This design comes from an exercise in tuning for small area, a short achievable clock period and few clock cycles on the open sky130 flow, not from production work. The RTL was checked by simulation tests, not by an equivalence proof against the original design. Power is estimated from default activity; no workload was simulated.

==> flow/design.v <==
module aec_dec (
    input  wire        clk,
    input  wire        rst,           
    input  wire        start,         
    input  wire        preset_sel,    
    input  wire [15:0] in_len,        
    input  wire [19:0] in_bits,       
    input  wire [15:0] out_cap,       
    output wire [15:0] in_addr,
    input  wire [7:0]  in_rdata,
    output wire [15:0] out_raddr,
    input  wire [7:0]  out_rdata,
    output reg         out_we,
    output wire [15:0] out_waddr,
    output reg  [7:0]  out_wdata,
    output reg         busy,
    output reg         done,
    output wire        complete,
    output reg  [2:0]  stop_reason,
    output wire [15:0] out_len,
    output wire [19:0] out_bits
);
    localparam [1:0] CS_ALPHA = 2'd0, CS_NUM = 2'd1, CS_DELTA = 2'd2;
    localparam [2:0] SR_TERM = 3'd1, SR_TRUNC = 3'd2, SR_RSVD = 3'd3,
                     SR_BADREF = 3'd4, SR_FULL = 3'd5, SR_MAGIC = 3'd6;
    localparam [4:0]
        M_IDLE   = 5'd0,
        M_MAGIC  = 5'd1,
        M_TOK    = 5'd2,    
        M_SYMV   = 5'd3,    
        M_NUMV   = 5'd4,    
        M_P1SH   = 5'd5,    
        M_NIBSEL = 5'd6,    
        M_TSEL   = 5'd7,    
        M_CNT    = 5'd8,    
        M_DCHK   = 5'd9,    
        M_COPY   = 5'd10,   
        M_NIB    = 5'd11,   
        M_HYPH   = 5'd12,   
        M_BYTE   = 5'd13,   
        M_TCHK   = 5'd14,   
        M_TCH    = 5'd15,   
        M_UNI    = 5'd16,   
        M_DLT2   = 5'd17,   
        M_UTF    = 5'd18,   
        M_SEQ    = 5'd19,   
        M_FIN    = 5'd20,   
        M_DF     = 5'd21;   
    localparam [2:0] P_DM = 3'd0, P_DD = 3'd1, P_RPT = 3'd2, P_HEX = 3'd3,
                     P_BIN = 3'd4, P_TREM = 3'd5;
    function [8:0] vdec;
        input [7:0] c;
        begin
            casez (c)
            8'b00??????: vdec = {5'd0,  4'd2};
            8'b010?????: vdec = {5'd1,  4'd3};
            8'b011?????: vdec = {5'd2,  4'd3};
            8'b1000????: vdec = {5'd3,  4'd4};
            8'b1001????: vdec = {5'd4,  4'd4};
            8'b1010????: vdec = {5'd5,  4'd4};
            8'b1011????: vdec = {5'd6,  4'd4};
            8'b1100????: vdec = {5'd7,  4'd4};
            8'b11010???: vdec = {5'd8,  4'd5};
            8'b11011???: vdec = {5'd9,  4'd5};
            8'b111000??: vdec = {5'd10, 4'd6};
            8'b111001??: vdec = {5'd11, 4'd6};
            8'b111010??: vdec = {5'd12, 4'd6};
            8'b1110110?: vdec = {5'd13, 4'd7};
            8'b1110111?: vdec = {5'd14, 4'd7};
            8'b1111000?: vdec = {5'd15, 4'd7};
            8'b1111001?: vdec = {5'd16, 4'd7};
            8'b1111010?: vdec = {5'd17, 4'd7};
            8'b11110110: vdec = {5'd18, 4'd8};
            8'b11110111: vdec = {5'd19, 4'd8};
            8'b11111000: vdec = {5'd20, 4'd8};
            8'b11111001: vdec = {5'd21, 4'd8};
            8'b11111010: vdec = {5'd22, 4'd8};
            8'b11111011: vdec = {5'd23, 4'd8};
            8'b11111100: vdec = {5'd24, 4'd8};
            8'b11111101: vdec = {5'd25, 4'd8};
            8'b11111110: vdec = {5'd26, 4'd8};
            default:     vdec = {5'd27, 4'd8};
            endcase
        end
    endfunction
    function [5:0] vlen4;
        input [7:0] c;
        begin
            casez (c)
            8'b00??????: vlen4 = 6'd6;
            8'b01??????: vlen4 = 6'd7;
            8'b10??????: vlen4 = 6'd8;
            8'b1100????: vlen4 = 6'd8;
            8'b1101????: vlen4 = 6'd9;
            8'b11100???: vlen4 = 6'd10;
            8'b111010??: vlen4 = 6'd10;
            8'b111011??: vlen4 = 6'd11;
            8'b111100??: vlen4 = 6'd11;
            8'b1111010?: vlen4 = 6'd11;
            default:     vlen4 = 6'd12;
            endcase
        end
    endfunction
    function le22;
        input [4:0] i;
        begin
            case (i)
            5'd23, 5'd24, 5'd25, 5'd26, 5'd27, 5'd28, 5'd29, 5'd30, 5'd31: le22 = 1'b0;
            default: le22 = 1'b1;
            endcase
        end
    endfunction
    function is_fq;               
        input [4:0] i;
        begin
            is_fq = (i == 5'd23) || (i == 5'd24) || (i == 5'd25);
        end
    endfunction
    function [2:0] num_sq;        
        input [4:0] i;
        begin
            case (i[1:0])
            2'b11:   num_sq = 3'd3;    
            2'b00:   num_sq = 3'd4;    
            default: num_sq = 3'd5;    
            endcase
        end
    endfunction
    function is_sfq;              
        input [4:0] i;
        begin
            is_sfq = (i == 5'd25) || (i == 5'd26) || (i == 5'd27);
        end
    endfunction
    function [2:0] sym_sq;        
        input [4:0] i;
        begin
            case (i[1:0])
            2'b01:   sym_sq = 3'd0;    
            2'b10:   sym_sq = 3'd1;    
            default: sym_sq = 3'd2;    
            endcase
        end
    endfunction
    function [7:0] alpha_char;    
        input [4:0] i;
        begin
            case (i)
            5'd1:  alpha_char = 8'h20;
            5'd2:  alpha_char = "e";  5'd3:  alpha_char = "t";
            5'd4:  alpha_char = "a";  5'd5:  alpha_char = "o";
            5'd6:  alpha_char = "i";  5'd7:  alpha_char = "n";
            5'd8:  alpha_char = "s";  5'd9:  alpha_char = "r";
            5'd10: alpha_char = "l";  5'd11: alpha_char = "c";
            5'd12: alpha_char = "d";  5'd13: alpha_char = "h";
            5'd14: alpha_char = "u";  5'd15: alpha_char = "p";
            5'd16: alpha_char = "m";  5'd17: alpha_char = "b";
            5'd18: alpha_char = "g";  5'd19: alpha_char = "w";
            5'd20: alpha_char = "f";  5'd21: alpha_char = "y";
            5'd22: alpha_char = "v";  5'd23: alpha_char = "k";
            5'd24: alpha_char = "q";  5'd25: alpha_char = "j";
            5'd26: alpha_char = "x";  5'd27: alpha_char = "z";
            default: alpha_char = 8'h00;
            endcase
        end
    endfunction
    function [7:0] sym_char;      
        input [4:0] i;
        begin
            case (i)
            5'd0:  sym_char = 8'h22;  5'd1:  sym_char = 8'h7B;
            5'd2:  sym_char = 8'h7D;  5'd3:  sym_char = 8'h5F;
            5'd4:  sym_char = 8'h3C;  5'd5:  sym_char = 8'h3E;
            5'd6:  sym_char = 8'h3A;  5'd7:  sym_char = 8'h0A;
            5'd8:  sym_char = 8'h0D;
            5'd9:  sym_char = 8'h5B;  5'd10: sym_char = 8'h5D;
            5'd11: sym_char = 8'h5C;  5'd12: sym_char = 8'h3B;
            5'd13: sym_char = 8'h27;  5'd14: sym_char = 8'h09;
            5'd15: sym_char = 8'h40;  5'd16: sym_char = 8'h2A;
            5'd17: sym_char = 8'h26;  5'd18: sym_char = 8'h3F;
            5'd19: sym_char = 8'h21;  5'd20: sym_char = 8'h5E;
            5'd21: sym_char = 8'h7C;  5'd22: sym_char = 8'h0D;
            5'd23: sym_char = 8'h7E;  5'd24: sym_char = 8'h60;
            5'd25: sym_char = 8'h22;  5'd26: sym_char = 8'h22;
            default: sym_char = 8'h3C;
            endcase
        end
    endfunction
    function [7:0] num_char;      
        input [4:0] i;
        begin
            case (i)
            5'd1:  num_char = 8'h2C;  5'd2:  num_char = 8'h2E;
            5'd3:  num_char = 8'h30;  5'd4:  num_char = 8'h31;
            5'd5:  num_char = 8'h39;  5'd6:  num_char = 8'h32;
            5'd7:  num_char = 8'h35;  5'd8:  num_char = 8'h2D;
            5'd9:  num_char = 8'h2F;  5'd10: num_char = 8'h33;
            5'd11: num_char = 8'h34;  5'd12: num_char = 8'h36;
            5'd13: num_char = 8'h37;  5'd14: num_char = 8'h38;
            5'd15: num_char = 8'h28;  5'd16: num_char = 8'h29;
            5'd17: num_char = 8'h20;  5'd18: num_char = 8'h3D;
            5'd19: num_char = 8'h2B;  5'd20: num_char = 8'h24;
            5'd21: num_char = 8'h25;  5'd22: num_char = 8'h23;
            5'd23: num_char = 8'h3D;  5'd24: num_char = 8'h22;
            5'd25: num_char = 8'h3A;
            default: num_char = 8'h00;
            endcase
        end
    endfunction
    function is_digit;
        input [4:0] i;
        begin
            case (i)
            5'd3, 5'd4, 5'd5, 5'd6, 5'd7, 5'd10, 5'd11, 5'd12, 5'd13, 5'd14: is_digit = 1'b1;
            default: is_digit = 1'b0;
            endcase
        end
    endfunction
    function [7:0] seq_byte;
        input [2:0] s;
        input [1:0] j;
        begin
            case ({s, j})
            {3'd0, 2'd1}: seq_byte = 8'h3A;  {3'd0, 2'd2}: seq_byte = 8'h20;
            {3'd0, 2'd3}: seq_byte = 8'h22;
            {3'd1, 2'd1}: seq_byte = 8'h3A;  {3'd1, 2'd2}: seq_byte = 8'h20;
            {3'd2, 2'd1}: seq_byte = 8'h2F;
            {3'd3, 2'd1}: seq_byte = 8'h22;
            {3'd4, 2'd1}: seq_byte = 8'h3A;  {3'd4, 2'd2}: seq_byte = 8'h22;
            {3'd5, 2'd1}: seq_byte = 8'h2F;  {3'd5, 2'd2}: seq_byte = 8'h2F;
            default:      seq_byte = 8'h0A;
            endcase
        end
    endfunction
    function [1:0] seq_last;
        input [2:0] s;
        begin
            case (s)
            3'd0: seq_last = 2'd3;
            3'd1, 3'd4, 3'd5: seq_last = 2'd2;
            default: seq_last = 2'd1;
            endcase
        end
    endfunction
    function [4:0] tmpl_len;
        input [2:0] t;
        begin
            case (t)
            3'd0: tmpl_len = 5'd24;
            3'd1: tmpl_len = 5'd10;
            3'd2: tmpl_len = 5'd14;
            3'd3: tmpl_len = 5'd8;
            default: tmpl_len = 5'd0;
            endcase
        end
    endfunction
    function [7:0] tmpl_char;
        input [2:0] t;
        input [4:0] k;
        reg [191:0] s;
        begin
            case (t)
            3'd0: s = "tfff-of-tfTtf:rf:rf.fffZ";
            3'd1: s = {"tfff-of-tf", 112'd0};
            3'd2: s = {"(fff) fff-ffff", 80'd0};
            default: s = {"tf:rf:rf", 128'd0};
            endcase
            tmpl_char = s[191 - 8*k -: 8];
        end
    endfunction
    function [2:0] ph_width;
        input [7:0] c;
        begin
            case (c)
            "f", "F": ph_width = 3'd4;
            "r":      ph_width = 3'd3;
            "t":      ph_width = 3'd2;
            "o":      ph_width = 3'd1;
            default:  ph_width = 3'd0;
            endcase
        end
    endfunction
    function [7:0] hex_char;
        input [3:0] v;
        input       upper;
        begin
            case (v)
            4'd0: hex_char = 8'h30;  4'd1: hex_char = 8'h31;
            4'd2: hex_char = 8'h32;  4'd3: hex_char = 8'h33;
            4'd4: hex_char = 8'h34;  4'd5: hex_char = 8'h35;
            4'd6: hex_char = 8'h36;  4'd7: hex_char = 8'h37;
            4'd8: hex_char = 8'h38;  4'd9: hex_char = 8'h39;
            4'd10: hex_char = {2'b01, ~upper, 5'h01};
            4'd11: hex_char = {2'b01, ~upper, 5'h02};
            4'd12: hex_char = {2'b01, ~upper, 5'h03};
            4'd13: hex_char = {2'b01, ~upper, 5'h04};
            4'd14: hex_char = {2'b01, ~upper, 5'h05};
            default: hex_char = {2'b01, ~upper, 5'h06};
            endcase
        end
    endfunction
    function [7:0] upcase;        
        input [7:0] c;
        begin
            upcase = {c[7:6], 1'b0, c[4:0]};
        end
    endfunction
    reg [4:0]  mode;
    reg        preset;
    reg [1:0]  cs;
    reg        all_upper;
    reg [20:0] prev_cp;
    reg [31:0] W;           
    reg [5:0]  wv;          
    reg [19:0] rb;          
    reg [15:0] fa;          
    reg        pend;        
    reg [19:0] pos_r;       
    reg [5:0]  kq;          
    reg [19:0] tok;         
    reg [15:0] olen;        
    reg [15:0] wp;          
    reg [15:0] room;        
    reg        cpend;       
    reg [2:0]  cpur;        
    reg [21:0] acc;         
    reg [2:0]  dstep;       
    reg [15:0] src;         
    reg        mbig;        
    reg        rpt;
    reg        cv;          
    reg        dsign;
    reg        uni;
    reg [1:0]  ei;
    reg [2:0]  sq;
    reg [1:0]  si;
    reg        hex_upper;
    reg        is_guid;
    reg [2:0]  tsel;
    reg [4:0]  tk;
    reg [7:0]  tch;         
    wire [19:0] pos = pos_r + {14'd0, kq};    
    assign in_addr   = fa;
    assign out_raddr = src;
    assign out_len   = olen;
    assign out_waddr = wp;
    assign out_bits  = tok;
    assign complete  = (stop_reason == SR_TERM);
    wire eos   = (rb == 20'd0);
    wire wfits = (room != 16'd0);
    reg [32:0] wth;
    integer ti;
    always @* begin
        for (ti = 0; ti <= 32; ti = ti + 1)
            wth[ti] = (wv >= ti);
    end
    wire [8:0] V0 = vdec(W[31:24]);
    wire [8:0] V1 = vdec(W[27:20]);
    wire [4:0] v0i = V0[8:4];
    wire [3:0] v0l = V0[3:0];
    wire [4:0] v1i = V1[8:4];
    wire [5:0] v1l4 = vlen4(W[27:20]);
    wire       v0z = (W[31:30] == 2'b00);
    wire       v1z = (W[27:26] == 2'b00);
    wire       v1one = (W[27:25] == 3'b010);
    reg  [2:0]  cs_s;
    reg  [15:0] cs_f;
    reg  [4:0]  cs_n;
    always @* begin
        casez (W[31:28])
        4'b0???: begin cs_s = 3'd0; cs_f = {14'd0, W[30:29]}; cs_n = 5'd3;  end
        4'b10??: begin cs_s = 3'd1; cs_f = {12'd0, W[29:26]}; cs_n = 5'd6;  end
        4'b110?: begin cs_s = 3'd2; cs_f = {9'd0,  W[28:22]}; cs_n = 5'd10; end
        4'b1110: begin cs_s = 3'd3; cs_f = {5'd0,  W[27:17]}; cs_n = 5'd15; end
        default: begin cs_s = 3'd4; cs_f = W[27:12];          cs_n = 5'd20; end
        endcase
    end
    reg [16:0] cs_base;
    always @* begin
        case ({cpur == P_DM || cpur == P_DD, cpur == P_RPT, cs_s})
        {2'b10, 3'd0}: cs_base = 17'd5;
        {2'b10, 3'd1}: cs_base = 17'd9;
        {2'b10, 3'd2}: cs_base = 17'd25;
        {2'b10, 3'd3}: cs_base = 17'd153;
        {2'b10, 3'd4}: cs_base = 17'd2201;
        {2'b01, 3'd0}: cs_base = 17'd4;
        {2'b01, 3'd1}: cs_base = 17'd8;
        {2'b01, 3'd2}: cs_base = 17'd24;
        {2'b01, 3'd3}: cs_base = 17'd152;
        {2'b01, 3'd4}: cs_base = 17'd2200;
        {2'b00, 3'd1}: cs_base = 17'd4;
        {2'b00, 3'd2}: cs_base = 17'd20;
        {2'b00, 3'd3}: cs_base = 17'd148;
        {2'b00, 3'd4}: cs_base = 17'd2196;
        default:       cs_base = 17'd0;
        endcase
    end
    wire [16:0] cs_val  = {1'b0, cs_f} + cs_base;
    wire        cs_zero = (W[31:29] == 3'b000);
    reg  [2:0]  ds_s;
    reg         ds_sign;
    reg  [20:0] ds_f;
    reg  [4:0]  ds_n;
    always @* begin
        casez (W[31:27])
        5'b0????: begin ds_s = 3'd0; ds_sign = W[30]; ds_f = {15'd0, W[29:24]}; ds_n = 5'd8;  end
        5'b10???: begin ds_s = 3'd1; ds_sign = W[29]; ds_f = {9'd0,  W[28:17]}; ds_n = 5'd15; end
        5'b110??: begin ds_s = 3'd2; ds_sign = W[28]; ds_f = {7'd0,  W[27:14]}; ds_n = 5'd18; end
        5'b1110?: begin ds_s = 3'd3; ds_sign = W[27]; ds_f = {5'd0,  W[26:11]}; ds_n = 5'd21; end
        5'b11110: begin ds_s = 3'd4; ds_sign = W[26]; ds_f = 21'd0;             ds_n = 5'd6;  end
        default:  begin ds_s = 3'd5; ds_sign = 1'b0;  ds_f = 21'd0;             ds_n = 5'd5;  end
        endcase
    end
    reg [21:0] d_base;
    always @* begin
        case (dstep)
        3'd1: d_base = 22'd64;
        3'd2: d_base = 22'd4160;
        3'd3: d_base = 22'd20544;
        3'd4: d_base = 22'd86080;
        default: d_base = 22'd0;
        endcase
    end
    wire [20:0] cp_base = uni ? 21'd0 : prev_cp;
    wire [22:0] cp_r    = {2'b00, cp_base}
                        + ({1'b0, d_base} ^ {23{dsign}})
                        + ({2'b00, acc[20:0]} ^ {23{dsign}})
                        + {21'd0, dsign, 1'b0};
    wire        cp_bad  = cp_r[22] | (!dsign & cp_r[21]);
    wire [20:0] cp      = cp_r[20:0];
    wire [2:0] tpw = ph_width(tch);
    always @(posedge clk) begin : seq
        reg        e_en;
        reg [7:0]  e_b;
        reg        x_en;
        reg [2:0]  x_reason;
        reg        c_en;         
        reg [5:0]  need;         
        reg [5:0]  nhi;          
        reg        stall;
        reg        trunc;
        reg [5:0]  k;            
        reg        rd;           
        reg        zr;
        reg [3:0]  ab;
        reg [31:0] wt;
        reg        take;
        e_en = 1'b0;  e_b = 8'd0;
        x_en = 1'b0;  x_reason = 3'd0;
        c_en = 1'b0;
        need = 6'd0;  k = 6'd0;  rd = 1'b0;
        case (mode)
        M_TOK: begin
            rd = 1'b1;
            if (cs == CS_DELTA) begin
                if (ds_s != 3'd5) need = {1'b0, ds_n};
                else case (W[26:25])
                    2'b01: need = 6'd9;
                    2'b00: need = preset ? 6'd7 : (W[24:23] == 2'b11) ? 6'd10 : 6'd9;
                    default: need = 6'd7;
                endcase
            end else if (!v0z) begin
                need = {2'b00, v0l};
            end else if (preset) begin
                need = 6'd2;
            end else begin
                casez (W[29:27])
                3'b00?: need = (cs == CS_NUM || all_upper) ? 6'd4 :
                               !v1z ? v1l4 :
                               (W[25:24] == 2'b11) ? 6'd9 : 6'd8;
                3'b01?: need = v1l4;
                3'b10?: need = v1z ? 6'd6 : v1l4;
                default: need = 6'd5;
                endcase
            end
        end
        M_SYMV, M_NUMV, M_P1SH: begin rd = 1'b1; need = {2'b00, v0l}; end
        M_NIBSEL: begin
            rd = 1'b1;
            casez (W[31:27])
            5'b0????: need = 6'd1;
            5'b10???: need = 6'd2;
            5'b110??: need = 6'd3;
            5'b1110?: need = 6'd4;
            default:  need = 6'd5;
            endcase
        end
        M_TSEL: begin
            rd = 1'b1;
            casez (W[31:28])
            4'b0???: need = 6'd1;
            4'b10??: need = 6'd2;
            4'b110?: need = 6'd3;
            default: need = 6'd4;
            endcase
        end
        M_CNT:  begin rd = 1'b1; need = {1'b0, cs_n}; end
        M_UNI:  begin rd = 1'b1; need = {1'b0, ds_n}; end
        M_NIB:  begin rd = 1'b1; need = 6'd4; end
        M_DF:   begin rd = 1'b1; need = 6'd21; end
        M_BYTE: begin rd = 1'b1; need = 6'd8; end
        M_TCH:  begin rd = 1'b1; need = {3'b000, tpw}; end
        default: ;
        endcase
        nhi = need;
        if (mode == M_TOK) begin
            if (cs == CS_DELTA)
                nhi = (ds_s != 3'd5) ? {1'b0, ds_n} : 6'd10;
            else if (!v0z)
                nhi = {2'b00, v0l};
            else if (preset)
                nhi = all_upper ? 6'd4 : 6'd6;
            else
                nhi = 6'd12;
        end
        stall = rd && !eos && !wth[nhi];
        trunc = rd && eos && !wth[need];
        if (mode == M_TOK)
            tok <= pos;
        if (!stall) begin
            case (mode)
            M_IDLE: begin
                if (start) begin
                    preset      <= preset_sel;
                    rb          <= (in_bits < {1'b0, in_len, 3'b000}) ? in_bits
                                                                     : {1'b0, in_len, 3'b000};
                    room        <= out_cap;
                    cpend       <= 1'b0;
                    pos_r       <= 20'd0;
                    kq          <= 6'd0;
                    tok         <= 20'd0;
                    olen        <= 16'd0;
                    wp          <= 16'd0;
                    cs          <= CS_ALPHA;
                    all_upper   <= 1'b0;
                    prev_cp     <= 21'd0;
                    busy        <= 1'b1;
                    done        <= 1'b0;
                    stop_reason <= 3'd0;
                    mode        <= M_MAGIC;
                end
            end
            M_MAGIC: begin
                if (eos) begin
                    x_en = 1'b1; x_reason = SR_TRUNC;
                end else if (!in_rdata[7]) begin
                    x_en = 1'b1; x_reason = SR_MAGIC;
                end else begin
                    k = 6'd1;
                    mode <= M_TOK;
                end
            end
            M_TOK: begin
                if (cs == CS_DELTA) begin
                    if (ds_s != 3'd5) begin
                        k = {1'b0, ds_n};
                        acc <= {1'b0, ds_f}; dstep <= ds_s; dsign <= ds_sign; uni <= 1'b0;
                        mode <= (ds_s == 3'd4) ? M_DF : M_DLT2;
                    end else begin
                        case (W[26:25])
                        2'b01: begin
                            k = 6'd9;
                            e_en = 1'b1;
                            case (W[24:23])
                            2'd0: e_b = 8'h20;
                            2'd1: e_b = 8'h2C;
                            2'd2: e_b = 8'h2E;
                            default: e_b = 8'h0A;
                            endcase
                            c_en = 1'b1;
                        end
                        2'b10: begin k = 6'd7; mode <= M_FIN; end           
                        2'b11: begin x_en = 1'b1; x_reason = SR_RSVD; end
                        default: begin
                            if (preset) begin
                                k = 6'd7; cs <= CS_ALPHA; c_en = 1'b1;      
                            end else begin
                                casez (W[24:22])
                                3'b00?: begin k = 6'd9; cs <= CS_ALPHA; c_en = 1'b1; end
                                3'b01?: begin k = 6'd9; mode <= M_SYMV; end
                                3'b10?: begin k = 6'd9; mode <= M_NUMV; end
                                3'b110: begin k = 6'd10; cpur <= P_DM; mode <= M_CNT; end
                                default: begin x_en = 1'b1; x_reason = SR_RSVD; end
                                endcase
                            end
                        end
                        endcase
                    end
                end else if (!v0z) begin
                    k = {2'b00, v0l};
                    if (cs == CS_ALPHA) begin
                        e_en = 1'b1;
                        e_b  = (v0i != 5'd1 && all_upper) ? upcase(alpha_char(v0i))
                                                          : alpha_char(v0i);
                        c_en = 1'b1;
                    end else begin
                        e_en = le22(v0i) || is_fq(v0i);
                        e_b  = num_char(v0i);
                        if (le22(v0i)) begin
                            if (is_digit(v0i)) cs <= CS_NUM;
                            c_en = 1'b1;
                        end else if (is_fq(v0i)) begin
                            sq <= num_sq(v0i); si <= 2'd1; mode <= M_SEQ;
                        end else if (v0i == 5'd26) begin
                            cpur <= P_RPT; mode <= M_CNT;
                        end else
                            mode <= M_FIN;                                  
                    end
                end else if (preset) begin
                    zr = !W[29] && wth[3] && !W[28] && wth[4] &&
                         (all_upper || (!W[27] && wth[5] && !W[26] && wth[6]));
                    if (zr) begin
                        k = all_upper ? 6'd4 : 6'd6; mode <= M_FIN;
                    end else if (all_upper) begin
                        k = 6'd2; all_upper <= 1'b0; c_en = 1'b1;          
                    end else begin
                        k = 6'd2; mode <= M_P1SH;
                    end
                end else begin
                    casez (W[29:27])
                    3'b00?: begin
                        if (cs == CS_NUM) begin
                            k = 6'd4; cs <= CS_ALPHA; c_en = 1'b1;         
                        end else if (all_upper) begin
                            k = 6'd4; all_upper <= 1'b0; c_en = 1'b1;      
                        end else if (!v1z && !v1one) begin
                            k = v1l4;
                            e_en = 1'b1; e_b = upcase(alpha_char(v1i));
                            c_en = 1'b1;
                        end else if (v1one) begin
                            k = 6'd7; cs <= CS_DELTA; c_en = 1'b1;         
                        end else if (W[25:24] == 2'b00) begin
                            k = 6'd8; all_upper <= 1'b1; c_en = 1'b1;      
                        end else begin
                            x_en = 1'b1; x_reason = SR_RSVD;
                        end
                    end
                    3'b01?: begin
                        k = v1l4;
                        e_en = 1'b1; e_b = sym_char(v1i);
                        if (v1i == 5'd8) begin
                            sq <= 3'd6; si <= 2'd1; mode <= M_SEQ;
                        end else if (is_sfq(v1i)) begin
                            sq <= sym_sq(v1i); si <= 2'd1; mode <= M_SEQ;
                        end else
                            c_en = 1'b1;
                    end
                    3'b10?: begin
                        if (v1z) begin
                            k = 6'd6; mode <= M_NIBSEL;
                        end else begin
                            k = v1l4;
                            e_en = le22(v1i) || is_fq(v1i);
                            e_b  = num_char(v1i);
                            if (le22(v1i)) begin
                                if (is_digit(v1i)) cs <= CS_NUM;
                                c_en = 1'b1;
                            end else if (is_fq(v1i)) begin
                                sq <= num_sq(v1i); si <= 2'd1; mode <= M_SEQ;
                            end else if (v1i == 5'd26) begin
                                cpur <= P_RPT; mode <= M_CNT;
                            end else
                                mode <= M_FIN;                              
                        end
                    end
                    3'b110: begin k = 6'd5; cpur <= P_DM; mode <= M_CNT; end
                    default: begin k = 6'd5; mode <= M_UNI; end
                    endcase
                end
            end
            M_P1SH: begin
                k = {2'b00, v0l};
                c_en = 1'b1;
                if (!v0z && v0i != 5'd1) begin
                    e_en = 1'b1; e_b = upcase(alpha_char(v0i));
                end else if (!v0z)
                    cs <= CS_DELTA;                                         
                else
                    all_upper <= 1'b1;                                      
            end
            M_SYMV: begin
                k = {2'b00, v0l};
                e_en = 1'b1; e_b = sym_char(v0i);
                if (v0i == 5'd8) begin
                    sq <= 3'd6; si <= 2'd1; mode <= M_SEQ;
                end else if (is_sfq(v0i)) begin
                    sq <= sym_sq(v0i); si <= 2'd1; mode <= M_SEQ;
                end else
                    c_en = 1'b1;
            end
            M_NUMV: begin
                k = {2'b00, v0l};
                if (v0z)
                    mode <= M_NIBSEL;
                else begin
                    e_en = le22(v0i) || is_fq(v0i);
                    e_b  = num_char(v0i);
                    if (le22(v0i)) begin
                        if (is_digit(v0i)) cs <= CS_NUM;
                        c_en = 1'b1;
                    end else if (is_fq(v0i)) begin
                        sq <= num_sq(v0i); si <= 2'd1; mode <= M_SEQ;
                    end else if (v0i == 5'd26) begin
                        cpur <= P_RPT; mode <= M_CNT;
                    end else
                        mode <= M_FIN;                                      
                end
            end
            M_NIBSEL: begin
                k = need;
                casez (W[31:27])
                5'b0????: mode <= M_TSEL;
                5'b10???: begin hex_upper <= 1'b0; cpur <= P_HEX; mode <= M_CNT; end
                5'b110??: begin hex_upper <= 1'b0; is_guid <= 1'b1; tk <= 5'd0; mode <= M_NIB; end
                5'b1110?: begin hex_upper <= 1'b1; cpur <= P_HEX; mode <= M_CNT; end
                5'b11110: begin hex_upper <= 1'b1; is_guid <= 1'b1; tk <= 5'd0; mode <= M_NIB; end
                default:  begin cpur <= P_BIN; mode <= M_CNT; end
                endcase
            end
            M_TSEL: begin
                k = need;
                casez (W[31:28])
                4'b0???: tsel <= 3'd0;
                4'b10??: tsel <= 3'd1;
                4'b110?: tsel <= 3'd2;
                4'b1110: tsel <= 3'd3;
                default: tsel <= 3'd4;
                endcase
                cpur <= P_TREM; mode <= M_CNT;
            end
            M_CNT: begin
                k = {1'b0, cs_n};
                case (cpur)
                P_DM: begin
                    src <= cs_val[15:0]; mbig <= cs_val[16];
                    cpur <= P_DD;
                end
                P_DD: begin
                    acc <= {5'd0, cs_val}; mode <= M_DCHK;
                end
                P_RPT: begin
                    if (olen == 16'd0) begin
                        x_en = 1'b1; x_reason = SR_BADREF;
                    end else begin
                        src <= olen - 16'd1; acc <= {5'd0, cs_val};
                        rpt <= 1'b1; cv <= 1'b0; mode <= M_COPY;
                    end
                end
                P_HEX: begin
                    acc <= {5'd0, cs_val}; is_guid <= 1'b0;
                    if (cs_zero) c_en = 1'b1; else mode <= M_NIB;
                end
                P_BIN: begin
                    acc <= {5'd0, cs_val};
                    if (cs_zero) c_en = 1'b1; else mode <= M_BYTE;
                end
                default: begin
                    acc <= {5'd0, cs_val}; mode <= M_TCHK;
                end
                endcase
            end
            M_DCHK: begin
                if (mbig || acc[16:0] > {1'b0, olen} || {1'b0, src} > acc[16:0]) begin
                    x_en = 1'b1; x_reason = SR_BADREF;
                end else begin
                    src <= olen - acc[15:0];
                    acc <= {6'd0, src};
                    rpt <= 1'b0; cv <= 1'b0; mode <= M_COPY;
                end
            end
            M_COPY: begin
                if (!rpt) src <= src + 16'd1;
                cv <= 1'b1;
                if (cv) begin
                    e_en = 1'b1; e_b = out_rdata;
                    acc <= acc - 22'd1;
                    if (acc[16:0] == 17'd1) c_en = 1'b1;
                end
            end
            M_NIB: begin
                k = 6'd4;
                e_en = 1'b1; e_b = hex_char(W[31:28], hex_upper);
                if (is_guid) begin
                    tk <= tk + 5'd1;
                    if (tk == 5'd31)
                        c_en = 1'b1;
                    else if (tk == 5'd7 || tk == 5'd11 || tk == 5'd15 || tk == 5'd19)
                        mode <= M_HYPH;
                end else begin
                    acc <= acc - 22'd1;
                    if (acc[16:0] == 17'd1) c_en = 1'b1;
                end
            end
            M_HYPH: begin
                e_en = 1'b1; e_b = 8'h2D; mode <= M_NIB;
            end
            M_BYTE: begin
                k = 6'd8;
                e_en = 1'b1; e_b = W[31:24];
                acc <= acc - 22'd1;
                if (acc[16:0] == 17'd1) c_en = 1'b1;
            end
            M_TCHK: begin
                if (tmpl_len(tsel) == 5'd0 || acc[16:0] > {12'd0, tmpl_len(tsel)}) begin
                    x_en = 1'b1; x_reason = SR_RSVD;
                end else if (acc[4:0] == tmpl_len(tsel))
                    c_en = 1'b1;
                else begin
                    acc <= {17'd0, tmpl_len(tsel) - acc[4:0]};
                    tk <= 5'd0;
                    tch <= tmpl_char(tsel, 5'd0);
                    mode <= M_TCH;
                end
            end
            M_TCH: begin
                k = {3'b000, tpw};
                e_en = 1'b1;
                if (tpw == 3'd0)       e_b = tch;
                else if (tch == "f")   e_b = hex_char(W[31:28], 1'b0);
                else if (tch == "F")   e_b = hex_char(W[31:28], 1'b1);
                else if (tpw == 3'd3)  e_b = {5'b00110, W[31:29]};
                else if (tpw == 3'd2)  e_b = {6'b001100, W[31:30]};
                else                   e_b = {7'b0011000, W[31]};
                tk <= tk + 5'd1;
                tch <= tmpl_char(tsel, tk + 5'd1);
                acc <= acc - 22'd1;
                if (acc[4:0] == 5'd1) c_en = 1'b1;
            end
            M_UNI: begin
                if (ds_s == 3'd5) begin
                    x_en = 1'b1; x_reason = SR_RSVD;
                end else begin
                    k = {1'b0, ds_n};
                    acc <= {1'b0, ds_f}; dstep <= ds_s; dsign <= ds_sign; uni <= 1'b1;
                    mode <= (ds_s == 3'd4) ? M_DF : M_DLT2;
                end
            end
            M_DF: begin
                k = 6'd21;
                acc <= {1'b0, W[31:11]};
                mode <= M_DLT2;
            end
            M_DLT2: begin
                if (cp_bad) begin
                    x_en = 1'b1; x_reason = SR_RSVD;
                end else begin
                    prev_cp <= cp;
                    e_en = 1'b1;
                    if (cp[20:7] == 14'd0) begin
                        e_b = {1'b0, cp[6:0]}; c_en = 1'b1;
                    end else if (cp[20:11] == 10'd0) begin
                        e_b = {3'b110, cp[10:6]}; ei <= 2'd0; mode <= M_UTF;
                    end else if (cp[20:16] == 5'd0) begin
                        e_b = {4'b1110, cp[15:12]}; ei <= 2'd1; mode <= M_UTF;
                    end else begin
                        e_b = {5'b11110, cp[20:18]}; ei <= 2'd2; mode <= M_UTF;
                    end
                end
            end
            M_UTF: begin
                e_en = 1'b1;
                case (ei)
                2'd0:    e_b = {2'b10, prev_cp[5:0]};
                2'd1:    e_b = {2'b10, prev_cp[11:6]};
                default: e_b = {2'b10, prev_cp[17:12]};
                endcase
                ei <= ei - 2'd1;
                if (ei == 2'd0) c_en = 1'b1;
            end
            M_SEQ: begin
                e_en = 1'b1; e_b = seq_byte(sq, si);
                si <= si + 2'd1;
                if (si == seq_last(sq)) c_en = 1'b1;
            end
            M_FIN: begin
                x_en = 1'b1; x_reason = SR_TERM;
            end
            default: mode <= M_IDLE;
            endcase
        end
        if (c_en) begin
            if (e_en && !wfits) begin
                x_en = 1'b1; x_reason = SR_FULL;
            end else
                mode <= M_TOK;
        end
        if (trunc) begin
            x_en = 1'b1; x_reason = SR_TRUNC;
        end
        if (cpend && mode != M_IDLE)
            olen <= wp + {15'd0, out_we};
        if (mode != M_IDLE) begin
            cpend <= c_en && !x_en;
            wp    <= wp + {15'd0, out_we};
        end
        out_we <= e_en && wfits && !x_en;
        if (e_en) begin
            out_wdata <= e_b;
            if (wfits) room <= room - 16'd1;
        end
        ab = !pend ? 4'd0 : (rb[19:3] != 17'd0) ? 4'd8 : {1'b0, rb[2:0]};
        wt = W;
        if (ab != 4'd0) wt = W | ({in_rdata, 24'd0} >> wv);
        take = pend ? !wth[17] : !wth[25];
        if (mode == M_IDLE) begin
            W    <= 32'd0;
            wv   <= 6'd0;
            fa   <= start ? 16'd1 : 16'd0;
            pend <= start;
        end else begin
            W     <= wt << k;
            wv    <= wv + {2'b00, ab} - k;
            rb    <= rb - {16'd0, ab};
            pos_r <= pos;
            kq    <= k;
            fa    <= fa + {15'd0, take};
            pend  <= take;
        end
        if (x_en) begin
            busy        <= 1'b0;
            done        <= 1'b1;
            stop_reason <= x_reason;
            if (x_reason == SR_TERM) tok <= pos;
            mode        <= M_IDLE;
            fa          <= 16'd0;
        end
        if (rst) begin
            mode        <= M_IDLE;
            busy        <= 1'b0;
            done        <= 1'b0;
            stop_reason <= 3'd0;
            olen        <= 16'd0;
            tok         <= 20'd0;
            out_we      <= 1'b0;
            cpend       <= 1'b0;
            fa          <= 16'd0;
            pend        <= 1'b0;
            W           <= 32'd0;
            wv          <= 6'd0;
        end
    end
endmodule
==> flow/run.sh <==
#!/bin/bash
# synth_recipe.tcl (not shown) runs the flow's synth.tcl, then flattens the netlist and writes it again
# the make line also repeats each setting of config.mk as NAME=value (left out here)
make -C /OpenROAD-flow-scripts/flow DESIGN_CONFIG=/design/flow/config.mk WORK_HOME=/design/flow/orfs CLKGATE_MAP_FILE= SYNTH_SCRIPT=/design/flow/synth_recipe.tcl finish
==> flow/config.mk <==
export PLATFORM = sky130hd
export DESIGN_NAME = aec_dec
export DESIGN_NICKNAME = aec_dec
export VERILOG_FILES = /design/flow/design.v
export SDC_FILE = /design/flow/constraint.sdc
export NUM_CORES = 4
export LEC_CHECK = 0
export CAP_MARGIN = 20
export CORE_MARGIN = 2
export CORE_UTILIZATION = 40
export SLEW_MARGIN = 20
==> flow/constraint.sdc <==
create_clock -name core_clock -period 10.0 [get_ports {clk}]
set_input_delay 2.0000 -clock core_clock [delete_from_list [all_inputs] [get_ports {clk}]]
set_output_delay 2.0000 -clock core_clock [all_outputs]
set_load 0.01 [all_outputs]
==> results of run 1 <==
==> flip-flops by register name (all words and copies together) (netlist names), 5 cells and up, named ones only <==
signal and count:
prev_cp 21, pos_r 20, fa 16, room 16, olen 16, tch 7
wv 6, out_wdata 8, wp 16, W 32, kq 5, src 16
tk 5, mode 5, tok 20, rb 20, acc 21
==> logic make-up after synthesis <==
family,after synthesis,share of synthesized area (%)
adder cells (fa/ha/maj),213,9.25
multiplexers,85,2.99
XOR/XNOR,187,5.49
AND/OR/NAND/NOR,1476,23.3
buffers and inverters,447,5.77
flip-flops,291,25.1
AO/OA/AOI/OAI,1278,28.1
==> stage by stage <==
step | worst slack, ns | util (%) | hold slack, ns | instances
2_1_floorplan | 4.05 | - | 0.440 | 3977
3_3_place_gp | 3.05 | 43.8 | 0.462 | 4943
3_5_place_dp | 2.92 | 43.8 | 0.467 | 4943
4_1_cts | 2.87 | 45.7 | 0.481 | 5019
5_1_grt | 2.26 | 45.7 | 0.516 | 5019
6_report | 2.63 | 45.7 | 0.477 | 5022
==> critical path: cells and delay by family, from the launching register on <==
kind | cells | cell delay, ns
buffers and inverters | 3 | 1.09
AO/OA/AOI/OAI | 6 | 1.40
AND/OR/NAND/NOR | 7 | 3.73
adder cells (fa/ha/maj) | 1 | 0.27
flip-flops | 1 | 0.72
==> final cells by class <==
type                       count  area share, %
antenna                        3         0.0222
clock buffer                  47           3.25
clock inverter                29          0.762
inverter                     187           2.08
multi-input combinational   3239           61.2
sequential                   291           22.1
tap                          969           3.58
timing repair buffer         257           6.95
==> report_power, final <==
| group | switching, W | leakage [nW] | internal [W] |
|---|---|---|---|
| registers | 0.000468 | 2.64 | 0.00172 |
| logic | 0.00438 | 9.61 | 0.00228 |
| clock network | 0.000639 | 0.662 | 0.000853 |
==> synth_stat cells, drive strengths merged, types with 69 or more instances <==
master  count
dfxtp     125
xnor2     122
mux2i      70
clkbuf    208
edfxtp    166
a21oi     331
nand2     401
nor2      457
nand3     128
a31oi      69
inv       180
o21ai     273
nor3      107
ha        198
==> path summary, 6_finish.rpt <==
path                           from           endpoint  cells after the start
hold / removal    busy$_SDFFE_PP0P_  busy$_SDFFE_PP0P_                      2
setup / recovery   W[28]$_SDFF_PP0_    room[4]$_DFF_P_                     17
hold reg to reg   busy$_SDFFE_PP0P_  busy$_SDFFE_PP0P_                      2
setup reg to reg   W[28]$_SDFF_PP0_    room[4]$_DFF_P_                     17
==> metal layers <==
metal	share of wire (%)	track usage, %	routed length, µm
met1	42	44.7	55500
met3	9.4	6.44	12600
met4	5.1	14.8	6860
met2	44	51.5	58600
met5	0	0	0
==> results.yml, run 1 <==
synth:
  ys_seq_area_share_pct: 25.1
  synth_edf_count: 166
  netlist.area_leader.share_pct: 16.7
  syn_avg_cell_area_um2: 7.50
  synth_ff_type: "edfxtp_1"
  ys_ff_latch: 291
  synth_area_um2: 29800
  synth_area_leaders: "edfxtp_1 17%, dfxtp_1 8.4%, ha_1 8.3%"
  synthesis.nets: 4260
  yosys_warnings: 1
  yosys.cell_types.count: 104
  synthCells: 3977
  async_flop_share_pct: 0
  synth_area_leader_cell: "edfxtp_1"
setup_path:
  worst_ep_required_time_ns: 10.48
  cp_max_fo: 27
  startpoint_type: "flop"
  path_cells: "inv_1 > ha_1 > nand4b_1 > inv_2 > nand2_1 > nand3_1 > a21oi_1 > a221o_1 > or4b_1 > o2111a_1 > nand2_1 > nand2_1 > a211oi_4 > buf_4 > or2_0 > a21oi_1 > a311oi_1"
  rrSetupSlack_ns: 2.63
  max_stage_delay_ns: 0.72
  critPathMostFrequentCell: "nand2_1"
  slowest_stage: "dfxtp_1"
  worst-setup-path-type: "reg -> reg"
  critPathArrivalTime_ns: 7.86
  critPathCaptureType: "flop"
detailed_routing:
  drc_errors: 0
  dr.pass1.iters: 8
  vias: 32600
  wl_per_cell_um: 26.6
  ant_nets: 0
  via_per_inst: 6.49
  routed_wl_mm: 134
  drt-initial-drc-count: 4509
timing:
  worst_pin_slew_ns: 1.22
  hold_violations: 0
  finalSetupTns_ns: 0
  setup_viol: 0
  fmax_mhz: 136
  finalClockSkew_ns: 0.0564
  slew_violations: 0
  maxSlewHeadroom_pct: 16.5
  fin_crit_sh_pct: 73.7
  grt_setup_unrepaired: "no"
  period_needed_ns: 7.37
floorplan:
  io_pins: 171
  core_um2: 74100
  dieArea_um2: 76800
  die_x_um: 277
  placementRows: 100
  fp.dieH_um: 277
  start_util_pct: 40.3
clock_network:
  cts_hold_buffers: 0
  cts_sinks: 291
  cts_setup_buffers: 0
  htreeDepth: 2
  clock-root-buffer: "clkbuf_16"
  cts_tree: "done"
  clk_path_buf_depth: 3
  clkTransAtPathRegs_ns: 0.06
  ctsResizeCount: 0
  clock_latency_ns: 0.61
  numCtsBuffers: 41
global_routing:
  grt_max_degree: 62
  grtUsageTotal_pct: 33.2
  grt_first_pass_wirelength_mm: 196
  grt_pass1_vias: 29900
  gr-total-overflow: 0
  grt_antenna_before_repair: 4
final_layout:
  multi_input_area_um2: 20700
  postLayoutCellArea_um2: 33800
  nets: 4300
  final_cell_mix: "448 x nor2_1, 401 x nand2_1, 325 x a21oi_1"
  area_delta_synth_final_pct: 13.4
  seq_area_um2: 7490
  layout-drive-gt1-share_pct: 5.98
  final_common_cell: "nor2_1"
  fillCellCount: 7626
job:
  cap_violations: 0
placement:
  hpwl_mm: 102
  gp_congestion: 1.07
  port_buffers: 170
  placed_area_um2: 32500
power_and_ir_drop:
  power_w: 0.0103
  peakVddDrop_mv: 0.158
  power.density_nw_per_um2: 306
  leakage_nw: 12.9
run_status:
  status: "timing/DRC/antenna clean"
worst_hold_path:
  hold_class: "reg -> reg"
Testbench counts, summed over its fixed seeds: cycles 79,849.
==> inputs of run 2 (changes only) <==
--- a/flow/design.v
+++ b/flow/design.v
@@ -47,3 +47,4 @@
         M_FIN    = 5'd20,   
-        M_DF     = 5'd21;   
+        M_DF     = 5'd21,   
+        M_RPT    = 5'd22;   
     localparam [2:0] P_DM = 3'd0, P_DD = 3'd1, P_RPT = 3'd2, P_HEX = 3'd3,
@@ -312,3 +313,4 @@
     reg [20:0] prev_cp;
-    reg [31:0] W;           
+    reg [39:0] WW;          
+    wire [31:0] W = WW[39:8];
     reg [5:0]  wv;          
@@ -329,3 +331,2 @@
     reg        mbig;        
-    reg        rpt;
     reg        cv;          
@@ -342,3 +343,3 @@
     wire [19:0] pos = pos_r + {14'd0, kq};    
-    assign in_addr   = fa;
+    assign in_addr   = busy ? fa : 16'd0;
     assign out_raddr = src;
@@ -349,7 +350,7 @@
     wire eos   = (rb == 20'd0);
-    wire wfits = (room != 16'd0);
-    reg [32:0] wth;
+    wire wfits = (room[15:1] != 15'd0) || (room[0] && !out_we);
+    reg [40:0] wth;
     integer ti;
     always @* begin
-        for (ti = 0; ti <= 32; ti = ti + 1)
+        for (ti = 0; ti <= 40; ti = ti + 1)
             wth[ti] = (wv >= ti);
@@ -441,3 +442,3 @@
         reg        trunc;
-        reg [5:0]  k;            
+        reg [4:0]  k;            
         reg        rd;           
@@ -445,3 +446,3 @@
         reg [3:0]  ab;
-        reg [31:0] wt;
+        reg [39:0] wt;
         reg        take;
@@ -450,3 +451,3 @@
         c_en = 1'b0;
-        need = 6'd0;  k = 6'd0;  rd = 1'b0;
+        need = 6'd0;  k = 5'd0;  rd = 1'b0;
         case (mode)
@@ -504,13 +505,12 @@
         endcase
-        nhi = need;
-        if (mode == M_TOK) begin
-            if (cs == CS_DELTA)
-                nhi = (ds_s != 3'd5) ? {1'b0, ds_n} : 6'd10;
-            else if (!v0z)
-                nhi = {2'b00, v0l};
-            else if (preset)
-                nhi = all_upper ? 6'd4 : 6'd6;
-            else
-                nhi = 6'd12;
-        end
+        case (mode)
+        M_TOK:    nhi = (cs == CS_DELTA) ? 6'd21 : preset ? 6'd8 : 6'd12;
+        M_SYMV, M_NUMV, M_P1SH, M_BYTE: nhi = 6'd8;
+        M_NIBSEL: nhi = 6'd5;
+        M_TSEL, M_NIB: nhi = 6'd4;
+        M_CNT:    nhi = 6'd20;
+        M_UNI, M_DF: nhi = 6'd21;
+        M_TCH:    nhi = {3'b000, tpw};
+        default:  nhi = 6'd0;
+        endcase
         stall = rd && !eos && !wth[nhi];
@@ -543,2 +543,4 @@
             M_MAGIC: begin
+                k = 5'd1;
+                mode <= M_TOK;
                 if (eos) begin
@@ -547,5 +549,2 @@
                     x_en = 1'b1; x_reason = SR_MAGIC;
-                end else begin
-                    k = 6'd1;
-                    mode <= M_TOK;
                 end
@@ -555,3 +554,3 @@
                     if (ds_s != 3'd5) begin
-                        k = {1'b0, ds_n};
+                        k = ds_n;
                         acc <= {1'b0, ds_f}; dstep <= ds_s; dsign <= ds_sign; uni <= 1'b0;
@@ -561,3 +560,3 @@
                         2'b01: begin
-                            k = 6'd9;
+                            k = 5'd9;
                             e_en = 1'b1;
@@ -571,3 +570,3 @@
                         end
-                        2'b10: begin k = 6'd7; mode <= M_FIN; end           
+                        2'b10: begin k = 5'd7; mode <= M_FIN; end           
                         2'b11: begin x_en = 1'b1; x_reason = SR_RSVD; end
@@ -575,9 +574,9 @@
                             if (preset) begin
-                                k = 6'd7; cs <= CS_ALPHA; c_en = 1'b1;      
+                                k = 5'd7; cs <= CS_ALPHA; c_en = 1'b1;      
                             end else begin
                                 casez (W[24:22])
-                                3'b00?: begin k = 6'd9; cs <= CS_ALPHA; c_en = 1'b1; end
-                                3'b01?: begin k = 6'd9; mode <= M_SYMV; end
-                                3'b10?: begin k = 6'd9; mode <= M_NUMV; end
-                                3'b110: begin k = 6'd10; cpur <= P_DM; mode <= M_CNT; end
+                                3'b00?: begin k = 5'd9; cs <= CS_ALPHA; c_en = 1'b1; end
+                                3'b01?: begin k = 5'd9; mode <= M_SYMV; end
+                                3'b10?: begin k = 5'd9; mode <= M_NUMV; end
+                                3'b110: begin k = 5'd10; cpur <= P_DM; mode <= M_CNT; end
                                 default: begin x_en = 1'b1; x_reason = SR_RSVD; end
@@ -589,3 +588,3 @@
                 end else if (!v0z) begin
-                    k = {2'b00, v0l};
+                    k = {1'b0, v0l};
                     if (cs == CS_ALPHA) begin
@@ -612,7 +611,7 @@
                     if (zr) begin
-                        k = all_upper ? 6'd4 : 6'd6; mode <= M_FIN;
+                        k = all_upper ? 5'd4 : 5'd6; mode <= M_FIN;
                     end else if (all_upper) begin
-                        k = 6'd2; all_upper <= 1'b0; c_en = 1'b1;          
+                        k = 5'd2; all_upper <= 1'b0; c_en = 1'b1;          
                     end else begin
-                        k = 6'd2; mode <= M_P1SH;
+                        k = 5'd2; mode <= M_P1SH;
                     end
@@ -622,7 +621,7 @@
                         if (cs == CS_NUM) begin
-                            k = 6'd4; cs <= CS_ALPHA; c_en = 1'b1;         
+                            k = 5'd4; cs <= CS_ALPHA; c_en = 1'b1;         
                         end else if (all_upper) begin
-                            k = 6'd4; all_upper <= 1'b0; c_en = 1'b1;      
+                            k = 5'd4; all_upper <= 1'b0; c_en = 1'b1;      
                         end else if (!v1z && !v1one) begin
-                            k = v1l4;
+                            k = v1l4[4:0];
                             e_en = 1'b1; e_b = upcase(alpha_char(v1i));
@@ -630,5 +629,5 @@
                         end else if (v1one) begin
-                            k = 6'd7; cs <= CS_DELTA; c_en = 1'b1;         
+                            k = 5'd7; cs <= CS_DELTA; c_en = 1'b1;         
                         end else if (W[25:24] == 2'b00) begin
-                            k = 6'd8; all_upper <= 1'b1; c_en = 1'b1;      
+                            k = 5'd8; all_upper <= 1'b1; c_en = 1'b1;      
                         end else begin
@@ -638,3 +637,3 @@
                     3'b01?: begin
-                        k = v1l4;
+                        k = v1l4[4:0];
                         e_en = 1'b1; e_b = sym_char(v1i);
@@ -649,5 +648,5 @@
                         if (v1z) begin
-                            k = 6'd6; mode <= M_NIBSEL;
+                            k = 5'd6; mode <= M_NIBSEL;
                         end else begin
-                            k = v1l4;
+                            k = v1l4[4:0];
                             e_en = le22(v1i) || is_fq(v1i);
@@ -665,4 +664,4 @@
                     end
-                    3'b110: begin k = 6'd5; cpur <= P_DM; mode <= M_CNT; end
-                    default: begin k = 6'd5; mode <= M_UNI; end
+                    3'b110: begin k = 5'd5; cpur <= P_DM; mode <= M_CNT; end
+                    default: begin k = 5'd5; mode <= M_UNI; end
                     endcase
@@ -671,3 +670,3 @@
             M_P1SH: begin
-                k = {2'b00, v0l};
+                k = {1'b0, v0l};
                 c_en = 1'b1;
@@ -681,3 +680,3 @@
             M_SYMV: begin
-                k = {2'b00, v0l};
+                k = {1'b0, v0l};
                 e_en = 1'b1; e_b = sym_char(v0i);
@@ -691,3 +690,3 @@
             M_NUMV: begin
-                k = {2'b00, v0l};
+                k = {1'b0, v0l};
                 if (v0z)
@@ -709,3 +708,3 @@
             M_NIBSEL: begin
-                k = need;
+                k = need[4:0];
                 casez (W[31:27])
@@ -720,3 +719,3 @@
             M_TSEL: begin
-                k = need;
+                k = need[4:0];
                 casez (W[31:28])
@@ -731,3 +730,3 @@
             M_CNT: begin
-                k = {1'b0, cs_n};
+                k = cs_n;
                 case (cpur)
@@ -744,4 +743,3 @@
                     end else begin
-                        src <= olen - 16'd1; acc <= {5'd0, cs_val};
-                        rpt <= 1'b1; cv <= 1'b0; mode <= M_COPY;
+                        acc <= {5'd0, cs_val}; mode <= M_RPT;
                     end
@@ -767,7 +765,12 @@
                     acc <= {6'd0, src};
-                    rpt <= 1'b0; cv <= 1'b0; mode <= M_COPY;
+                    cv <= 1'b0; mode <= M_COPY;
                 end
             end
+            M_RPT: begin
+                e_en = 1'b1; e_b = out_wdata;
+                acc <= acc - 22'd1;
+                if (acc[16:0] == 17'd1) c_en = 1'b1;
+            end
             M_COPY: begin
-                if (!rpt) src <= src + 16'd1;
+                src <= src + 16'd1;
                 cv <= 1'b1;
@@ -780,3 +783,3 @@
             M_NIB: begin
-                k = 6'd4;
+                k = 5'd4;
                 e_en = 1'b1; e_b = hex_char(W[31:28], hex_upper);
@@ -797,3 +800,3 @@
             M_BYTE: begin
-                k = 6'd8;
+                k = 5'd8;
                 e_en = 1'b1; e_b = W[31:24];
@@ -815,3 +818,3 @@
             M_TCH: begin
-                k = {3'b000, tpw};
+                k = {2'b00, tpw};
                 e_en = 1'b1;
@@ -832,3 +835,3 @@
                 end else begin
-                    k = {1'b0, ds_n};
+                    k = ds_n;
                     acc <= {1'b0, ds_f}; dstep <= ds_s; dsign <= ds_sign; uni <= 1'b1;
@@ -838,3 +841,3 @@
             M_DF: begin
-                k = 6'd21;
+                k = 5'd21;
                 acc <= {1'b0, W[31:11]};
@@ -896,12 +899,12 @@
         out_we <= e_en && wfits && !x_en;
-        if (e_en) begin
+        if (e_en)
             out_wdata <= e_b;
-            if (wfits) room <= room - 16'd1;
-        end
+        if (out_we && mode != M_IDLE)
+            room <= room - 16'd1;
         ab = !pend ? 4'd0 : (rb[19:3] != 17'd0) ? 4'd8 : {1'b0, rb[2:0]};
-        wt = W;
-        if (ab != 4'd0) wt = W | ({in_rdata, 24'd0} >> wv);
-        take = pend ? !wth[17] : !wth[25];
+        wt = WW;
+        if (ab != 4'd0) wt = WW | ({in_rdata, 32'd0} >> wv);    
+        take = pend ? !wth[25] : !wth[33];
         if (mode == M_IDLE) begin
-            W    <= 32'd0;
+            WW   <= 40'd0;
             wv   <= 6'd0;
@@ -910,7 +913,7 @@
         end else begin
-            W     <= wt << k;
-            wv    <= wv + {2'b00, ab} - k;
+            WW    <= wt << k;
+            wv    <= wv + {2'b00, ab} - {1'b0, k};
             rb    <= rb - {16'd0, ab};
             pos_r <= pos;
-            kq    <= k;
+            kq    <= {1'b0, k};
             fa    <= fa + {15'd0, take};
@@ -924,3 +927,2 @@
             mode        <= M_IDLE;
-            fa          <= 16'd0;
         end
@@ -937,3 +939,3 @@
             pend        <= 1'b0;
-            W           <= 32'd0;
+            WW          <= 40'd0;
             wv          <= 6'd0;
==> results.yml, run 2 <==
synth:
  syn_avg_cell_area_um2: 7.66
  ys_seq_area_share_pct: 25.4
  synth_area_leader_cell: "edfxtp_1"
  yosys.cell_types.count: 114
  post-synth-top-count-cell: "nor2_1"
  yosys_warnings: 1
  synth_edf_count: 181
  async_flop_share_pct: 0
  ys_ff_latch: 298
  netlist.area_leader.share_pct: 17.8
  synth_area_um2: 30600
  synth_ff_type: "edfxtp_1"
  synthesis.nets: 4271
  synth_area_leaders: "edfxtp_1 18%, ha_1 8.0%, dfxtp_1 7.7%"
  synthTopCellsByCount: "458 x nor2_1, 362 x nand2_1, 287 x a21oi_1"
  synthCells: 3990
detailed_routing:
  ant_nets: 0
  wl_per_cell_um: 25.9
  vias: 33000
  drc_errors: 0
  drt-initial-drc-count: 5016
  dr.pass1.iters: 9
  routed_wl_mm: 130
  via_per_inst: 6.55
clock_network:
  clkTransAtPathRegs_ns: 0.07
  numCtsBuffers: 39
  clock_latency_ns: 0.61
  cts_sinks: 298
  cts_tree: "done"
  htreeDepth: 2
  clk_path_buf_depth: 3
  cts_hold_buffers: 0
  clock-root-buffer: "clkbuf_16"
  cts_setup_buffers: 0
  ctsResizeCount: 0
final_layout:
  nets: 4305
  top_register: "WW"
  stdcell_count: 5037
  postLayoutCellArea_um2: 34500
  final_common_cell: "nor2_1"
  reg.largest.list: "WW: 40 flops, acc: 21 flops, prev_cp: 21 flops"
  layout-drive-gt1-share_pct: 6.39
  area_delta_synth_final_pct: 12.8
  final_cell_mix: "456 x nor2_1, 361 x nand2_1, 286 x a21oi_1"
  largest_reg_flops: 40
floorplan:
  fp.dieH_um: 280
  start_util_pct: 40.3
  core_um2: 75800
  die_x_um: 280
  placementRows: 101
  io_pins: 171
  dieArea_um2: 78700
global_routing:
  grt_pass1_vias: 30500
  grt_max_degree: 62
  grt_antenna_before_repair: 4
  grt_first_pass_wirelength_mm: 195
  grtUsageTotal_pct: 32.0
  gr-total-overflow: 0
job:
  cap_violations: 0
power_and_ir_drop:
  peakVddDrop_mv: 0.189
  power.density_nw_per_um2: 311
  leakage_nw: 13.1
  power_w: 0.0107
run_status:
  status: "timing/DRC/antenna clean"
setup_path:
  critPathArrivalTime_ns: 7.45
  crit_buf_inv: 3
  slowest_stage: "a2111oi_0"
  worst_ep_required_time_ns: 10.43
  cp_max_fo: 27
  worst-setup-path-type: "reg -> reg"
  path_cells: "buf_4 > inv_1 > ha_1 > nand4_1 > o32ai_1 > a2111oi_0 > nor2b_1 > inv_1 > ha_1 > nor3_1 > nor4_1 > o21ai_0 > a21oi_1 > nor2_1 > a211o_1 > a211oi_1 > o311ai_0 > a41oi_1 > or3_1 > o21ai_0 > a21oi_1"
  cp_top_family: "compound AO/OA/AOI/OAI gates"
  critPathLaunch: "WW[32]$_SDFF_PP0_"
  startpoint_type: "flop"
  critPathCaptureType: "flop"
  max_stage_delay_ns: 0.91
  reg2reg_from: "WW[32]$_SDFF_PP0_"
timing:
  worst_pin_slew_ns: 1.20
  maxSlewHeadroom_pct: 19.3
  fin_crit_sh_pct: 70.2
  period_needed_ns: 7.02
  slew_violations: 0
  setup_viol: 0
  finalSetupTns_ns: 0
  finalClockSkew_ns: 0.0372
  grt_setup_unrepaired: "no"
  hold_violations: 0
  whs_ns: 0.505
  fmax_mhz: 142
placement:
  placedCellCount: 4960
  port_buffers: 170
  hpwl_mm: 98.1
  placed_area_um2: 33100
  gp_congestion: 1.04
worst_hold_path:
  min_from: "fa[13]$_SDFF_PP0_"
  hold_class: "reg -> reg"
[run 2: worst reg2reg max path, stage by stage (launching register included)]
cell       delay (ns)
dfxtp_1          0.31
buf_4            0.34
inv_1            0.28
ha_1             0.38
nand4_1          0.18
o32ai_1          0.11
a2111oi_0        0.91
nor2b_1          0.85
inv_1            0.24
ha_1             0.46
nor3_1           0.30
nor4_1           0.07
o21ai_0          0.19
a21oi_1          0.14
nor2_1           0.36
a211o_1          0.18
a211oi_1         0.10
o311ai_0         0.59
a41oi_1          0.12
or3_1            0.50
o21ai_0          0.12
a21oi_1          0.08
[run 2: through the flow]
step           setup slack, ns  utilization (%)
2_1_floorplan             4.51                -
3_3_place_gp              3.50             43.7
3_5_place_dp              3.32             43.7
4_1_cts                   3.28             45.5
5_1_grt                   2.68             45.5
6_report                  2.98             45.5
[run 2: kinds of logic after synthesis]
kind of cell	after synthesis	share of synthesized area (%)
simple gates	1502	23.5
compound gates	1235	26.9
buf+inv	435	5.65
flops	298	25.4
fa+ha+maj	211	8.94
xor+xnor	198	5.67
mux	111	3.88
[run 2: path summary, 6_finish.rpt]
kind / end / slack, ns / depth (start not counted)
max reg2reg: stop_reason[1]$_SDFFE_PP0P_ / 2.98 / 21
min: fa[13]$_SDFF_PP0_ / 0.51 / 2
max: stop_reason[1]$_SDFFE_PP0P_ / 2.98 / 21
min reg2reg: fa[13]$_SDFF_PP0_ / 0.51 / 2
[run 2: layout make-up]
class                   instances  area (µm²)
fillers                      7740       41300
multi-input cells            3257       21100
flip-flops and latches        298        7780
repair buffers                252        2310
well taps                     978        1220
clock buffers                  54        1190
inverters                     176         664
clock inverters                18         175
diodes                          4        10.0
[run 2: metal layers]
layer | routed length [µm] | GRT usage [%] | vias up
met1 | 52700 | 42.6 | 15600
met5 | 164 | 1.38 | -
met2 | 55700 | 48.5 | 2079
met4 | 7040 | 14.8 | 4
met3 | 14700 | 7.87 | 433
li1 | - | - | 14900
[run 2: report_power, final]
group / internal [W] / switching [W]
Clock: 0.000852 / 0.000648
Sequential: 0.00177 / 0.000544
Combinational: 0.00248 / 0.00444
Testbench counts of run 2, summed over its fixed seeds: cycles 78,683.
==> inputs of run 3 (changes only) <==
--- a/flow/config.mk
+++ b/flow/config.mk
@@ -10,2 +10,3 @@
 export CORE_UTILIZATION = 40
+export SETUP_SLACK_MARGIN = 5
 export SLEW_MARGIN = 20
==> results.yml, run 3 <==
detailed_routing:
  routed_wl_mm: 138
  drc_errors: 0
  wl_per_cell_um: 26.8
  drt-initial-drc-count: 4835
  ant_nets: 0
  via_per_inst: 6.58
  vias: 33900
  dr.pass1.iters: 14
synth:
  ys_ff_latch: 298
  synth_area_leaders: "edfxtp_1 18%, ha_1 8.0%, dfxtp_1 7.7%"
  synthCells: 3990
  synth_edf_count: 181
  syn_avg_cell_area_um2: 7.66
  synthTopCellsByCount: "458 x nor2_1, 362 x nand2_1, 287 x a21oi_1"
  netlist.area_leader.share_pct: 17.8
  post-synth-top-count-cell: "nor2_1"
  synth_ff_type: "edfxtp_1"
  synth_area_leader_cell: "edfxtp_1"
  yosys.cell_types.count: 114
  synthesis.nets: 4271
  async_flop_share_pct: 0
  yosys_warnings: 1
  ys_seq_area_share_pct: 25.4
  synth_area_um2: 30600
power_and_ir_drop:
  leakage_nw: 14.0
  pwr-share-clk_pct: 11.8
  seqPwrFrac_pct: 17.6
  switching_share_pct: 52.5
  peakVddDrop_mv: 0.250
  power.density_nw_per_um2: 349
  p_sw_w: 0.00685
  power_frac_comb_pct: 70.5
  p_int_w: 0.00620
placement:
  gp_congestion: 1.05
  placed_area_um2: 33100
  dp_slack_ns: 3.37
  hpwl_mm: 100
  port_buffers: 170
clock_network:
  clock-root-buffer: "clkbuf_16"
  numCtsBuffers: 40
  htreeDepth: 2
  clk_path_buf_depth: 3
  clock_latency_ns: 0.60
  cts_tree: "done"
  clkTransAtPathRegs_ns: 0.06
  cts_sinks: 298
floorplan:
  dieArea_um2: 78700
  start_util_pct: 40.3
  core_um2: 75800
  io_pins: 171
  die_x_um: 280
  fp.dieH_um: 280
  placementRows: 101
timing:
  grt_setup_unrepaired: "yes"
  fmax_mhz: 200
  finalSetupTns_ns: 0
  setup_ws_ns: 5.00
  maxSlewHeadroom_pct: 22.1
  period_needed_ns: 5.00
  whs_ns: 0.498
  worst_pin_slew_ns: 1.16
  finalClockSkew_ns: 0.0183
  fin_crit_sh_pct: 50.0
  slew_violations: 0
  setup_viol: 0
  hold_violations: 0
setup_path:
  slowest_stage: "edfxtp_1"
  critPathCaptureType: "flop"
  cp_top_family: "compound AO/OA/AOI/OAI gates"
  rrSetupSlack_ns: 5.00
  worst-setup-path-type: "reg -> reg"
  crit_buf_inv: 3
  critPathArrivalTime_ns: 5.42
  worst_ep_required_time_ns: 10.42
  path_cells: "buf_6 > xor2_2 > ha_1 > ha_1 > ha_2 > inv_1 > fa_2 > nor2b_2 > o21ai_2 > a21boi_2 > o21ai_2 > a2111oi_4 > o21ba_4 > a31o_4 > xor2_4 > nor4bb_2 > buf_4 > and3_4 > a22oi_2 > a211o_1 > a31oi_2"
  path_depth: 21
  startpoint_type: "flop"
  max_stage_delay_ns: 0.45
  cp_max_fo: 4
  r2r_cells: 21
final_layout:
  seq_area_um2: 7800
  final_cell_mix: "433 x nor2_1, 352 x nand2_1, 262 x a21oi_1"
  multi_input_area_um2: 22700
  area_delta_synth_final_pct: 22.1
  postLayoutCellArea_um2: 37300
  top_register: "WW"
  largest_reg_flops: 40
  reg.largest.list: "WW: 40 flops, acc: 21 flops, prev_cp: 21 flops"
  fillCellCount: 7438
  antenna_cells: 0
  nets: 4429
  layout-drive-gt1-share_pct: 15.0
  final_common_cell: "nor2_1"
global_routing:
  grtUsageTotal_pct: 33.2
  gr-total-overflow: 0
  grt_max_degree: 63
  grt_antenna_before_repair: 5
  grt_first_pass_wirelength_mm: 201
  grt_pass1_vias: 31200
worst_hold_path:
  hold_class: "reg -> reg"
  whs_path_depth: 2
job:
  cap_violations: 0
run_status:
  status: "timing/DRC/antenna clean"
## run 3: cell types whose count changed in the layout (fill, tap and decap cells not counted), moves of 15 or more
cell / previous run / this run
inv_1: 159 / 144
o21ai_0: 270 / 245
ha_4: 0 / 21
a21oi_1: 286 / 262
buf_4: 82 / 169
nor2_1: 456 / 433
ha_1: 196 / 166
a21oi_2: 3 / 22
## run 3: metrics by stage
stage	power, W	utilization [%]	instances
finish	0.0130	49.2	5158
global route	0.0137	49.2	5158
CTS	0.0119	47.2	5084
detailed placement	0.00976	43.7	4959
global placement	0.00979	43.7	4959
floorplan	0.00735	-	3990
## run 3: worst paths after layout
| check | start | to |
|---|---|---|
| setup / recovery | dsign$_SDFFCE_PP0P_ | out_wdata[1]$_SDFFCE_PP0P_ |
| hold / removal | fa[13]$_SDFF_PP0_ | fa[13]$_SDFF_PP0_ |
| setup reg to reg | dsign$_SDFFCE_PP0P_ | out_wdata[1]$_SDFFCE_PP0P_ |
| hold reg to reg | fa[13]$_SDFF_PP0_ | fa[13]$_SDFF_PP0_ |
## run 3: layout make-up
type,count,area share (%)
multi-input cells,3260,60.7
well taps,978,3.28
flip-flops and latches,298,20.9
repair inverters,1,0.0235
clock buffers,49,2.91
inverters,176,1.96
clock inverters,25,0.801
repair buffers,371,9.38
## run 3: per-layer routing
layer  up-vias  track usage [%]  wire, µm
li1      15100                -         -
met1     16100             43.9     55300
met2      2225             51.5     59900
met3       531             7.98     15300
met4         6             14.2      7710
met5         -                0        95
## run 3: repair_timing
item                                    CTS  global route
pin swaps                                23            68
setup buffers                            48            67
resized for setup                       209           217
endpoints found under the setup margin  167            87
cloned                                    3             7
hold buffers                              0             0
## run 3: logic make-up (layout without fill, tap and decap cells)
family | Yosys count | count (layout) | share of synthesized area, %
XOR/XNOR | 198 | 198 | 5.67
flip-flops | 298 | 298 | 25.4
adder cells (fa/ha/maj) | 211 | 211 | 8.94
buffers and inverters | 435 | 622 | 5.65
AO/OA/AOI/OAI | 1235 | 1236 | 26.9
multiplexers | 111 | 111 | 3.88
AND/OR/NAND/NOR | 1502 | 1504 | 23.5
## run 3: power by group through the flow
stage / clock [W] / combinational, W / sequential, W
floorplan: 0 / 0.00530 / 0.00205
global placement: 0 / 0.00749 / 0.00230
detailed placement: 0 / 0.00745 / 0.00231
CTS: 0.00155 / 0.00809 / 0.00226
global route: 0.00160 / 0.00977 / 0.00233
finish: 0.00154 / 0.00920 / 0.00230
## run 3: worst min-delay path, delay by kind of cell, from the launching register on
family	cells	cell delay, ns
flip-flops	1	0.32
AO/OA/AOI/OAI	2	0.13

-- separate check: timing with driven ports --
Ports are ideal in the flow. The routed layouts listed here were re-timed in OpenROAD. Step 1, drivers: a clkbuf_16 drives clk and a buf_2 each remaining input, both assumed. Step 2 also shifts input and output timing later by t, the mid clock arrival at the registers, as if the neighbouring blocks saw the same clock. a / b / c = ideal / step 1 / step 2; a / b = the first two.
run | shift t [ns] | setup WS [ns] | worst setup path after step 2 | worst slew at a driven data input, ns
run 1 | 0.647 | 2.627 / 2.627 / 2.627 | register to register | 0.06
run 2 | 0.661 | 2.980 / 2.980 / 2.980 | register to register | 0.09
run 3 | 0.659 | 4.999 / 4.999 / 4.383 | input to register | 0.09
After both steps setup and hold are still met in every run listed. The setup slack of run 3, which loses most, moves by 0.000 ns with the drivers and by -0.616 ns with both steps.
